Source: an optimization exercise on an open RTL-to-GDS flow (aim: small area, a short achievable clock period and few clock cycles). Production flows keep margins and buffers that such runs may drop. In this exercise RTL edits were held to simulation tests only and were not proved equivalent to the original. Power is estimated from default activity; no workload was simulated.

==> job 8778 <==
==> flow/design.v <==
module tbpm_rxdec (
    input  wire        clk,
    input  wire        rst,
    input  wire        cfg_we,
    input  wire [7:0]  cfg_pct,
    input  wire [15:0] cfg_floor,
    input  wire [1:0]  cfg_reg_len,
    input  wire        cfg_reg0,
    input  wire        cfg_reg1,
    input  wire        in_valid,
    output wire        in_ready,
    input  wire [31:0] in_data,
    input  wire        in_last,
    output wire        out_valid,
    input  wire        out_ready,
    output wire        rl_ok,
    output wire [3:0]  rl_cause,
    output wire [31:0] rl_word,
    output wire        fw_ok,
    output wire [3:0]  fw_cause,
    output wire [31:0] fw_word,
    output wire        dsp_ok,
    output wire [1:0]  dsp_tried,
    output wire [31:0] dsp_word
);
    reg [6:0]  tol_pct;
    reg [15:0] tol_floor;
    reg [1:0]  reg_len;
    reg        reg0, reg1;
    always @(posedge clk) begin
        if (rst) begin
            tol_pct   <= 7'd25;
            tol_floor <= 16'd10;
            reg_len   <= 2'd0;
            reg0      <= 1'b0;
            reg1      <= 1'b0;
        end else if (cfg_we && cfg_pct <= 8'd100 && cfg_reg_len <= 2'd2) begin
            tol_pct   <= cfg_pct[6:0];
            tol_floor <= cfg_floor;
            reg_len   <= cfg_reg_len;
            reg0      <= cfg_reg0;
            reg1      <= cfg_reg1;
        end
    end
    reg        r_v;            
    reg        r_last;
    reg        r_s;            
    reg        r_u;            
    reg [16:0] r_d;            
    reg        rdy;            
    reg        done;           
    reg [7:0]  n_ent;          
    wire keep    = !n_ent[7];
    wire odd     = n_ent[0];
    wire needfsm = (odd && keep) || r_last;
    wire stall   = r_v && done && needfsm;
    wire absorb  = r_v && !stall;
    wire fin     = absorb && r_last;
    wire take    = in_valid && rdy;
    always @(posedge clk) begin
        if (!stall) begin
            r_last <= in_last;
            r_s    <= in_data[31];
            r_u    <= (in_data[31:17] == 15'd0) || (in_data[31:17] == 15'h7fff);
            r_d    <= in_data[16:0];
        end
    end
    wire       r_v_nx    = !rst && (stall || take);
    wire       r_last_nx = stall ? r_last : in_last;
    wire [7:0] n_nx      = (rst || fin) ? 8'd0 : (absorb && keep) ? n_ent + 8'd1 : n_ent;
    wire       done_nx   = !rst && (fin || (done && !out_ready));
    wire       rdy_nx    = !(r_v_nx && done_nx && ((n_nx[0] && !n_nx[7]) || r_last_nx));
    always @(posedge clk) begin
        r_v   <= r_v_nx;
        n_ent <= n_nx;
        done  <= done_nx;
        rdy   <= rdy_nx;
    end
    assign in_ready  = rdy;
    assign out_valid = done;
    wire [16:0] x = r_d ^ {17{r_s}};
    function lt18(input [17:0] a, input [17:0] b);
        integer i;
        reg l;
        begin
            l = 1'b0;
            for (i = 0; i < 18; i = i + 1)
                l = (!a[i] && b[i]) || ((!a[i] || b[i]) && l);
            lt18 = l;
        end
    endfunction
    function top18(input [17:0] a, input [17:0] b, input c);
        integer i;
        reg l;
        begin
            l = c;
            for (i = 0; i < 17; i = i + 1)
                l = (a[i] && b[i]) || ((a[i] || b[i]) && l);
            top18 = a[17] ^ b[17] ^ l;
        end
    endfunction
    function [35:0] csa18(input [17:0] a, input [17:0] b, input [17:0] c, input cin);
        reg [17:0] s, k;
        begin
            s = a ^ b ^ c;
            k = (a & b) | (a & c) | (b & c);
            csa18 = {k[16:0], cin, s};
        end
    endfunction
    wire        j0 = (n_ent[6:1] == 6'd0);
    wire [12:0] ta = j0 ? (odd ? {1'b0, tol_pct, 5'd0} : {tol_pct, 6'd0}) : {2'd0, tol_pct, 4'd0};
    wire [12:0] tb = j0 ? (odd ? {4'd0, tol_pct, 2'd0} : {5'd0, tol_pct, 1'b0}) : {6'd0, tol_pct};
    wire [17:0] nea = j0 ? (odd ? -18'sd2800 : -18'sd6200) : -18'sd1700;
    wire [17:0] da  = {1'b0, x} + nea + {17'd0, r_s};
    wire [16:0] va  = da[16:0] ^ {17{da[17]}};
    wire [35:0] la1 = csa18({5'd0, ta}, j0 ? {5'h1f, ~tb} : {5'd0, tb}, {2'd0, tol_floor}, j0);
    wire [35:0] la2 = csa18(la1[17:0], la1[35:18], {1'b0, ~va}, 1'b0);
    wire        in_a = top18(la2[17:0], la2[35:18], !da[17]);
    wire [17:0] db  = {1'b0, x} - 18'd550 + {17'd0, r_s};
    wire [16:0] vb  = db[16:0] ^ {17{db[17]}};
    wire [35:0] lb1 = csa18({9'd0, tol_pct, 2'd0}, {11'd0, tol_pct}, {12'd0, tol_pct[6:1]}, 1'b0);
    wire [35:0] lb2 = csa18(lb1[17:0], lb1[35:18], {2'd0, tol_floor}, 1'b0);
    wire [35:0] lb3 = csa18(lb2[17:0], lb2[35:18], {1'b0, ~vb}, 1'b0);
    wire        in_b = top18(lb3[17:0], lb3[35:18], !db[17] || tol_pct[0]);
    wire x_nz     = (r_d != 17'd0);
    wire is_mark  = !r_s && r_u && x_nz;
    wire is_space =  r_s && r_u;
    reg        m_hit;
    reg        m_rl;           
    reg [14:0] m_val;
    always @(posedge clk) begin
        if (absorb && !odd) begin
            m_hit  <= is_mark && (j0 ? in_a : in_b);
            m_rl   <= is_mark && (r_d[16:15] == 2'b00);
            m_val  <= r_d[14:0];
        end
    end
    wire fw_pre  = odd && m_hit && is_space && in_a;
    wire fw_one  = fw_pre;
    wire fw_zero = odd && m_hit && is_space && in_b;
    wire        rl_sig = odd && m_rl && is_space && (x[16:15] == 2'b00);
    wire [15:0] wsum   = {1'b0, m_val} + {1'b0, x[14:0]};      
    wire ge1 = !lt18({2'd0, wsum}, 18'd1562);
    wire ge2 = !lt18({2'd0, wsum}, 18'd4687);
    wire ge3 = !lt18({2'd0, wsum}, 18'd7812);
    wire ge4 = !lt18({2'd0, wsum}, 18'd10937);
    wire ge5 = !lt18({2'd0, wsum}, 18'd14062);
    wire ge6 = !lt18({2'd0, wsum}, 18'd17187);
    wire c_zero  = rl_sig && ge1 && !ge2;
    wire c_same  = rl_sig && ge2 && !ge3;
    wire c_one   = rl_sig && ge3 && !ge4;
    wire c_stop  = rl_sig && ge4 && !ge5;
    wire c_start = rl_sig && ge5 && !ge6;
    wire pev = absorb && ((odd && keep) || (n_ent == 8'd0 && r_last));
    wire p0  = pev && (n_ent[6:1] == 6'd0);
    wire [5:0] pidx = n_ent[6:1];
    reg [4:0]  rl_c;
    reg [15:0] rl_sh;
    reg [7:0]  rl_rep;
    reg        rl_repnz;
    reg [7:0]  rl_src, rl_cmd;
    reg        rl_long;        
    wire rl_bit = c_one ? 1'b1 : c_zero ? 1'b0 : rl_sh[0];
    wire rl_idle = (rl_c == 5'd0);
    wire rl_stp  = (rl_c == 5'd18);
    wire rl_fin  = pev && !p0 && rl_stp && c_stop;
    always @(posedge clk) begin
        if (pev) begin
            if (p0 || rl_idle) begin
                if (c_start) begin
                    rl_c     <= 5'd1;
                    rl_sh[0] <= 1'b0;
                end else begin
                    rl_c     <= 5'd0;
                end
            end else if (rl_stp) begin
                rl_c <= 5'd0;
            end else if (c_zero || c_one || c_same) begin
                rl_sh <= {rl_sh[14:0], rl_bit};
                rl_c  <= rl_c + 5'd1;
            end else begin
                rl_c <= 5'd0;
            end
        end
    end
    always @(posedge clk) begin
        if (rl_fin) begin
            rl_src <= rl_sh[15:8];
            rl_cmd <= rl_sh[7:0];
        end
    end
    wire [7:0] rep_nx   = p0 ? 8'd0 : (rl_fin && rl_rep != 8'hff) ? rl_rep + 8'd1 : rl_rep;
    wire       repnz_nx = p0 ? 1'b0 : (rl_repnz || rl_fin);
    wire       long_nx  = p0 ? 1'b0 : (rl_long || (absorb && n_ent == 8'd41));
    always @(posedge clk) begin
        rl_rep   <= rep_nx;
        rl_repnz <= repnz_nx;
        rl_long  <= long_nx;
    end
    reg        fw_stop;
    reg [2:0]  fw_cause_q;
    reg        fw_bad;
    reg [15:0] fw_p;
    localparam [14:0] FW_HDR = 15'h2008;
    wire fw_sym  = fw_one || fw_zero;
    wire fw_hexp = FW_HDR[4'd15 - pidx[3:0]];
    wire fw_hmis = fw_one ^ fw_hexp;
    wire fw_cmis = fw_one ^ fw_p[15] ^ fw_p[7];
    wire in_hdr  = (pidx <= 6'd15);
    wire in_chk  = (pidx >= 6'd32);
    reg        fw_stop_nx;
    reg [2:0]  fw_cause_nx;
    reg        fw_bad_nx;
    always @(*) begin
        fw_stop_nx  = fw_stop;
        fw_cause_nx = fw_cause_q;
        fw_bad_nx   = fw_bad;
        if (p0) begin
            fw_stop_nx  = !fw_pre;
            fw_cause_nx = fw_pre ? 3'd4 : 3'd2;
            fw_bad_nx   = 1'b0;
        end else if (pev && !fw_stop) begin
            if (!fw_sym) begin
                fw_stop_nx = 1'b1;
            end else if (in_hdr) begin
                if (pidx == 6'd15) begin
                    if (fw_bad || fw_hmis) begin
                        fw_stop_nx  = 1'b1;
                        fw_cause_nx = 3'd5;
                    end
                end else begin
                    fw_bad_nx = fw_bad || fw_hmis;
                end
            end else if (in_chk) begin
                if (pidx == 6'd39) begin
                    fw_stop_nx  = 1'b1;
                    fw_cause_nx = (fw_bad || fw_cmis) ? 3'd6 : 3'd0;
                end else begin
                    fw_bad_nx = fw_bad || fw_cmis;
                end
            end
        end
    end
    always @(posedge clk) begin
        fw_stop    <= fw_stop_nx;
        fw_cause_q <= fw_cause_nx;
        fw_bad     <= fw_bad_nx;
        if (pev && !p0 && !fw_stop && fw_sym && !in_hdr)
            fw_p <= {fw_p[14:0], in_chk ? fw_p[15] : fw_one};
    end
    wire rl_ok_nx  = long_nx && repnz_nx;
    wire fw_ok_nx  = (fw_cause_nx == 3'd0);
    wire ok0_nx    = reg0 ? fw_ok_nx : rl_ok_nx;
    wire ok1_nx    = reg1 ? fw_ok_nx : rl_ok_nx;
    wire take0_nx  = (reg_len != 2'd0) && ok0_nx;
    wire take1_nx  = !take0_nx && (reg_len == 2'd2) && ok1_nx;
    reg rl_ok_q, fw_ok_q, sel_rl, sel_fw;
    reg [1:0] tried_q;
    always @(posedge clk) begin
        rl_ok_q <= rl_ok_nx;
        fw_ok_q <= fw_ok_nx;
        sel_rl  <= (take0_nx && !reg0) || (take1_nx && !reg1);
        sel_fw  <= (take0_nx &&  reg0) || (take1_nx &&  reg1);
        tried_q <= take0_nx ? 2'd1 : reg_len;
    end
    wire [23:0] rl_f = {rl_rep, rl_cmd, rl_src};
    wire [31:0] fw_f = {8'd1, fw_p[15:8], 4'd0, fw_p[3:0], 4'd0, fw_p[7:4]};
    assign rl_ok     = rl_ok_q;
    assign rl_cause  = {1'b0, {2{rl_long && !rl_repnz}}, !rl_ok_q};
    assign rl_word   = {8'd0, rl_f & {24{rl_ok_q}}};
    assign fw_ok     = fw_ok_q;
    assign fw_cause  = {1'b0, fw_cause_q};
    assign fw_word   = fw_f & {32{fw_ok_q}};
    assign dsp_ok    = sel_rl || sel_fw;
    assign dsp_tried = tried_q;
    assign dsp_word  = ({8'd0, rl_f} & {32{sel_rl}}) | (fw_f & {32{sel_fw}});
endmodule
==> flow/flow/run.sh <==
#!/bin/bash
# Standard layout, with plain buf_1 cells as the port buffers.
set -euo pipefail
export BUFFER_PORTS_ARGS="-buffer_cell sky130_fd_sc_hd__buf_1"
bash standard.sh > standard_flow.log 2>&1
==> flow/standard.sh <==
#!/bin/bash
# synth_recipe.tcl (not shown) runs the flow's synth.tcl, then flattens the netlist and writes it again
# the make line also repeats each setting of config.mk as NAME=value (left out here)
make -C /OpenROAD-flow-scripts/flow DESIGN_CONFIG=/design/flow/config.mk WORK_HOME=/design/flow/orfs CLKGATE_MAP_FILE= SYNTH_SCRIPT=/design/flow/synth_recipe.tcl "${@:-finish}"
==> flow/config.mk <==
export PLATFORM = sky130hd
export DESIGN_NAME = tbpm_rxdec
export DESIGN_NICKNAME = tbpm_rxdec
export VERILOG_FILES = /design/flow/design.v
export SDC_FILE = /design/flow/constraint.sdc
export NUM_CORES = 4
export LEC_CHECK = 0
export CAP_MARGIN = 50
export CORE_MARGIN = 2
export CORE_UTILIZATION = 40
export SLEW_MARGIN = 70
==> flow/constraint.sdc <==
create_clock -name core_clock -period 35.0 [get_ports {clk}]
set_input_delay 7.0000 -clock core_clock [delete_from_list [all_inputs] [get_ports {clk}]]
set_output_delay 7.0000 -clock core_clock [all_outputs]
set_load 0.01 [all_outputs]
==> inputs of job 3008, as changes to job 8778 <==
--- a/flow/design.v
+++ b/flow/design.v
@@ -72,2 +72,3 @@
     wire       rdy_nx    = !(r_v_nx && done_nx && ((n_nx[0] && !n_nx[7]) || r_last_nx));
+    reg j0;
     always @(posedge clk) begin
@@ -75,2 +76,3 @@
         n_ent <= n_nx;
+        j0    <= (n_nx[6:1] == 6'd0);
         done  <= done_nx;
@@ -109,3 +111,22 @@
     endfunction
-    wire        j0 = (n_ent[6:1] == 6'd0);
+    function [17:0] add18(input [17:0] a, input [17:0] b, input c);
+        integer i, l;
+        reg [17:0] g, p, g0, p0;
+        begin
+            p0 = a ^ b;
+            g0 = a & b;
+            g0[0] = g0[0] | (p0[0] & c);
+            g = g0;
+            p = p0;
+            for (l = 0; l < 5; l = l + 1)
+                for (i = 17; i >= 0; i = i - 1)
+                    if ((i >> l) & 1) begin
+                        g[i] = g[i] | (p[i] & g[((i >> l) << l) - 1]);
+                        p[i] = p[i] & p[((i >> l) << l) - 1];
+                    end
+            add18[0] = p0[0] ^ c;
+            for (i = 1; i < 18; i = i + 1)
+                add18[i] = p0[i] ^ g[i - 1];
+        end
+    endfunction
     wire [12:0] ta = j0 ? (odd ? {1'b0, tol_pct, 5'd0} : {tol_pct, 6'd0}) : {2'd0, tol_pct, 4'd0};
@@ -113,3 +134,3 @@
     wire [17:0] nea = j0 ? (odd ? -18'sd2800 : -18'sd6200) : -18'sd1700;
-    wire [17:0] da  = {1'b0, x} + nea + {17'd0, r_s};
+    wire [17:0] da  = add18({1'b0, x}, nea, r_s);
     wire [16:0] va  = da[16:0] ^ {17{da[17]}};
@@ -118,3 +139,3 @@
     wire        in_a = top18(la2[17:0], la2[35:18], !da[17]);
-    wire [17:0] db  = {1'b0, x} - 18'd550 + {17'd0, r_s};
+    wire [17:0] db  = add18({1'b0, x}, -18'sd550, r_s);
     wire [16:0] vb  = db[16:0] ^ {17{db[17]}};
@@ -141,3 +162,23 @@
     wire        rl_sig = odd && m_rl && is_space && (x[16:15] == 2'b00);
-    wire [15:0] wsum   = {1'b0, m_val} + {1'b0, x[14:0]};      
+    function [15:0] add15(input [14:0] a, input [14:0] b);
+        integer i, l;
+        reg [14:0] g, p, g0, p0;
+        begin
+            p0 = a ^ b;
+            g0 = a & b;
+            g = g0;
+            p = p0;
+            for (l = 0; l < 4; l = l + 1)
+                for (i = 14; i >= 0; i = i - 1)
+                    if ((i >> l) & 1) begin
+                        g[i] = g[i] | (p[i] & g[((i >> l) << l) - 1]);
+                        p[i] = p[i] & p[((i >> l) << l) - 1];
+                    end
+            add15[0] = p0[0];
+            for (i = 1; i < 15; i = i + 1)
+                add15[i] = p0[i] ^ g[i - 1];
+            add15[15] = g[14];
+        end
+    endfunction
+    wire [15:0] wsum   = add15(m_val, x[14:0]);      
     wire ge1 = !lt18({2'd0, wsum}, 18'd1562);
@@ -154,3 +195,3 @@
     wire pev = absorb && ((odd && keep) || (n_ent == 8'd0 && r_last));
-    wire p0  = pev && (n_ent[6:1] == 6'd0);
+    wire p0  = pev && j0;
     wire [5:0] pidx = n_ent[6:1];
@@ -162,3 +203,3 @@
     reg        rl_long;        
-    wire rl_bit = c_one ? 1'b1 : c_zero ? 1'b0 : rl_sh[0];
+    wire rl_bit = c_one || (c_same && rl_sh[0]);
     wire rl_idle = (rl_c == 5'd0);
@@ -167,18 +208,13 @@
     always @(posedge clk) begin
+        if (pev)
+            rl_sh <= {rl_sh[14:0], rl_bit};
+    end
+    always @(posedge clk) begin
         if (pev) begin
-            if (p0 || rl_idle) begin
-                if (c_start) begin
-                    rl_c     <= 5'd1;
-                    rl_sh[0] <= 1'b0;
-                end else begin
-                    rl_c     <= 5'd0;
-                end
-            end else if (rl_stp) begin
+            if (p0 || rl_idle)
+                rl_c <= c_start ? 5'd1 : 5'd0;
+            else if (!rl_stp && (c_zero || c_one || c_same))
+                rl_c <= rl_c + 5'd1;
+            else
                 rl_c <= 5'd0;
-            end else if (c_zero || c_one || c_same) begin
-                rl_sh <= {rl_sh[14:0], rl_bit};
-                rl_c  <= rl_c + 5'd1;
-            end else begin
-                rl_c <= 5'd0;
-            end
         end
@@ -247,3 +283,3 @@
         fw_bad     <= fw_bad_nx;
-        if (pev && !p0 && !fw_stop && fw_sym && !in_hdr)
+        if (pev && !in_hdr && pidx <= 6'd39)
             fw_p <= {fw_p[14:0], in_chk ? fw_p[15] : fw_one};
==> flow/flow/run.sh (replaced) <==
#!/bin/bash
# Standard layout with two changes:
# - synthesis is ORFS's (flow/my_synth.tcl is synth_recipe.tcl plus an abc
#   wrapper) with the abc mapping script flow/abc_map.script, an area-oriented
#   script (three &nf -R 1000 -p mapping rounds, no resizing); registers are untouched;
# - plain buf_1 cells as the port buffers.
set -euo pipefail
export BUFFER_PORTS_ARGS="-buffer_cell sky130_fd_sc_hd__buf_1"
export MY_ABC_SCRIPT="$PWD/flow/abc_map.script"
bash standard.sh SYNTH_SCRIPT="$PWD/flow/my_synth.tcl" finish > standard_flow.log 2>&1
==> flow/flow/abc_map.script (new file) <==
&get -n
&st
&dch
&nf -R 1000 -p
&st
&syn2
&synch2
&nf -R 1000 -p
&st
&dch -f
&nf -R 1000 -p
&put
==> flow/flow/my_synth.tcl (new file) <==
proc synth {args} { yosys synth -nofsm -noshare {*}$args }
proc abc {args} {
  set i [lsearch -exact $args -script]
  if {$i >= 0 && [info exists ::env(MY_ABC_SCRIPT)]} { lset args [expr {$i + 1}] $::env(MY_ABC_SCRIPT) }
  yosys abc {*}$args
}
source $::env(SCRIPTS_DIR)/synth.tcl
# left out here: clear keep_hierarchy, flatten, clean up, hide names made inside functions, write 1_2_yosys.v
--- a/flow/config.mk
+++ b/flow/config.mk
@@ -9,3 +9,4 @@
 export CORE_MARGIN = 2
-export CORE_UTILIZATION = 40
+export CORE_UTILIZATION = 55
+export CTS_BUF_LIST = sky130_fd_sc_hd__clkbuf_8
 export SLEW_MARGIN = 70
==> inputs of job 5380, as changes to job 8778 <==
--- a/flow/design.v
+++ b/flow/design.v
@@ -91,35 +91,21 @@
     endfunction
-    function top18(input [17:0] a, input [17:0] b, input c);
-        integer i;
-        reg l;
-        begin
-            l = c;
-            for (i = 0; i < 17; i = i + 1)
-                l = (a[i] && b[i]) || ((a[i] || b[i]) && l);
-            top18 = a[17] ^ b[17] ^ l;
-        end
-    endfunction
-    function [35:0] csa18(input [17:0] a, input [17:0] b, input [17:0] c, input cin);
-        reg [17:0] s, k;
-        begin
-            s = a ^ b ^ c;
-            k = (a & b) | (a & c) | (b & c);
-            csa18 = {k[16:0], cin, s};
-        end
-    endfunction
-    wire        j0 = (n_ent[6:1] == 6'd0);
-    wire [12:0] ta = j0 ? (odd ? {1'b0, tol_pct, 5'd0} : {tol_pct, 6'd0}) : {2'd0, tol_pct, 4'd0};
-    wire [12:0] tb = j0 ? (odd ? {4'd0, tol_pct, 2'd0} : {5'd0, tol_pct, 1'b0}) : {6'd0, tol_pct};
-    wire [17:0] nea = j0 ? (odd ? -18'sd2800 : -18'sd6200) : -18'sd1700;
-    wire [17:0] da  = {1'b0, x} + nea + {17'd0, r_s};
-    wire [16:0] va  = da[16:0] ^ {17{da[17]}};
-    wire [35:0] la1 = csa18({5'd0, ta}, j0 ? {5'h1f, ~tb} : {5'd0, tb}, {2'd0, tol_floor}, j0);
-    wire [35:0] la2 = csa18(la1[17:0], la1[35:18], {1'b0, ~va}, 1'b0);
-    wire        in_a = top18(la2[17:0], la2[35:18], !da[17]);
-    wire [17:0] db  = {1'b0, x} - 18'd550 + {17'd0, r_s};
-    wire [16:0] vb  = db[16:0] ^ {17{db[17]}};
-    wire [35:0] lb1 = csa18({9'd0, tol_pct, 2'd0}, {11'd0, tol_pct}, {12'd0, tol_pct[6:1]}, 1'b0);
-    wire [35:0] lb2 = csa18(lb1[17:0], lb1[35:18], {2'd0, tol_floor}, 1'b0);
-    wire [35:0] lb3 = csa18(lb2[17:0], lb2[35:18], {1'b0, ~vb}, 1'b0);
-    wire        in_b = top18(lb3[17:0], lb3[35:18], !db[17] || tol_pct[0]);
+    wire [12:0] kp1 = odd ? ({1'b0, tol_pct, 5'd0} - {4'd0, tol_pct, 2'd0})
+                          : ({tol_pct, 6'd0} - {5'd0, tol_pct, 1'b0});
+    wire [10:0] kp2 = {1'b0, tol_pct, 3'd0} + {3'd0, tol_pct, 1'b0} + {4'd0, tol_pct};
+    wire [11:0] kp3 = {1'b0, tol_pct, 4'd0} + {5'd0, tol_pct};
+    wire [12:0] e1  = odd ? 13'd2800 : 13'd6200;
+    wire [12:0] blo1 = e1 - kp1;
+    wire [13:0] bhi1 = {1'b0, e1} + {1'b0, kp1};
+    wire [12:0] blo2 = 13'd550 - {3'd0, kp2[10:1] + {9'd0, kp2[0]}};
+    wire [13:0] bhi2 = 14'd550 + {4'd0, kp2[10:1]};
+    wire [12:0] blo3 = 13'd1700 - {1'b0, kp3};
+    wire [13:0] bhi3 = 14'd1700 + {2'd0, kp3};
+    wire [17:0] sum_a = {1'b0, x} + {2'b0, tol_floor} + {17'd0, r_s};           
+    wire [17:0] dif_b = {1'b0, x} + {2'b11, ~tol_floor} + {17'd0, r_s};         
+    wire lo1 = !lt18(sum_a, {5'd0, blo1});
+    wire lo2 = !lt18(sum_a, {5'd0, blo2});
+    wire lo3 = !lt18(sum_a, {5'd0, blo3});
+    wire hi1 = dif_b[17] || lt18({1'b0, dif_b[16:0]}, {4'd0, bhi1});
+    wire hi2 = dif_b[17] || lt18({1'b0, dif_b[16:0]}, {4'd0, bhi2});
+    wire hi3 = dif_b[17] || lt18({1'b0, dif_b[16:0]}, {4'd0, bhi3});
     wire x_nz     = (r_d != 17'd0);
@@ -127,3 +113,6 @@
     wire is_space =  r_s && r_u;
-    reg        m_hit;
+    wire in_s1 = lo1 && hi1;
+    wire in_s2 = lo2 && hi2;
+    wire in_s3 = lo3 && hi3;
+    reg        m_6200, m_550;
     reg        m_rl;           
@@ -132,3 +121,4 @@
         if (absorb && !odd) begin
-            m_hit  <= is_mark && (j0 ? in_a : in_b);
+            m_6200 <= is_mark && in_s1;
+            m_550  <= is_mark && in_s2;
             m_rl   <= is_mark && (r_d[16:15] == 2'b00);
@@ -137,5 +127,5 @@
     end
-    wire fw_pre  = odd && m_hit && is_space && in_a;
-    wire fw_one  = fw_pre;
-    wire fw_zero = odd && m_hit && is_space && in_b;
+    wire fw_pre  = odd && m_6200 && is_space && in_s1;
+    wire fw_one  = odd && m_550  && is_space && in_s3;
+    wire fw_zero = odd && m_550  && is_space && in_s2;
     wire        rl_sig = odd && m_rl && is_space && (x[16:15] == 2'b00);
==> flow/run.sh (new file) <==
#!/bin/bash
# synth_recipe.tcl (not shown) runs the flow's synth.tcl, then flattens the netlist and writes it again
# the make line also repeats each setting of config.mk as NAME=value (left out here)
make -C /OpenROAD-flow-scripts/flow DESIGN_CONFIG=/design/flow/config.mk WORK_HOME=/design/flow/orfs CLKGATE_MAP_FILE= SYNTH_SCRIPT=/design/flow/synth_recipe.tcl finish
--- a/flow/config.mk
+++ b/flow/config.mk
@@ -7,5 +7,5 @@
 export LEC_CHECK = 0
-export CAP_MARGIN = 50
+export CAP_MARGIN = 20
 export CORE_MARGIN = 2
 export CORE_UTILIZATION = 40
-export SLEW_MARGIN = 70
+export SLEW_MARGIN = 20
removed: flow/flow/run.sh
removed: flow/standard.sh
==> comparison table <==
item	job 5380	job 3008	job 8778
Power in combinational cells	294 uW	156 uW	206 uW
Status	finished clean	finished clean	finished clean
Tapcell count	448	229	378
Fraction of the mapped netlist area in adder cells	0.108	0.165	0.144
Cells after Synth	1,561	1,023	1,172
Net Sw Frac	0.399	0.330	0.369
Hold_ws	0.428 ns	0.427 ns	0.424 ns
Post-detailed-route via-to-cell ratio	5.63	5.37	5.23
Post-synthesis instance area	13,500 sq um	10,000 sq um	11,200 sq um
Post-route total power	680 uW	518 uW	595 uW
First element of the critical path	sel_rl$_DFF_P_	sel_fw$_DFF_P_	rl_ok_q$_DFF_P_
Dpl hpwl	28,900 um	16,700 um	20,600 um
Endpoint of the most critical register-to-register path	tried_q[0]$_SDFF_PP1_	tried_q[0]$_SDFF_PP1_	sel_fw$_DFF_P_
Placed Cells incl. Taps	2,099	1,402	1,679
Testbench counts of job 8778, summed over its fixed seeds: cycles 31,890.
Testbench counts of job 3008, summed over its fixed seeds: cycles 31,890.
Testbench counts of job 5380, summed over its fixed seeds: cycles 31,890.

## port drivers added, routing unchanged
No port has a modelled driver above. Below, the same layouts with a new extraction and two added sets of constraints. Step 1 assumes that a clkbuf_16 drives the clock port and a buf_2 every other input. Step 2, shift: input delay + t, output delay - t, t = (earliest + latest rising clock arrival at the registers) / 2. This alone moves slack from input paths to output paths. Three values: no drivers, after step 1, after step 2; two values: the first two.
| run | shift t [ns] | setup WS [ns] | worst register clock-pin slew, ns | worst data-port slew with drivers (ns) |
|---|---|---|---|---|
| job 8778 | 0.483 | 26.648 / 26.597 / 26.247 | 0.08 / 0.08 | 0.07 |
| job 3008 | 0.490 | 26.673 / 26.634 / 26.449 | 0.10 / 0.10 | 0.04 |
| job 5380 | 0.491 | 25.874 / 25.821 / 25.881 | 0.08 / 0.08 | 0.04 |
After both steps setup and hold are still met in every run listed. For job 8778, which loses most, drivers alone change the setup slack by -0.051 ns; drivers and shift together by -0.401 ns.
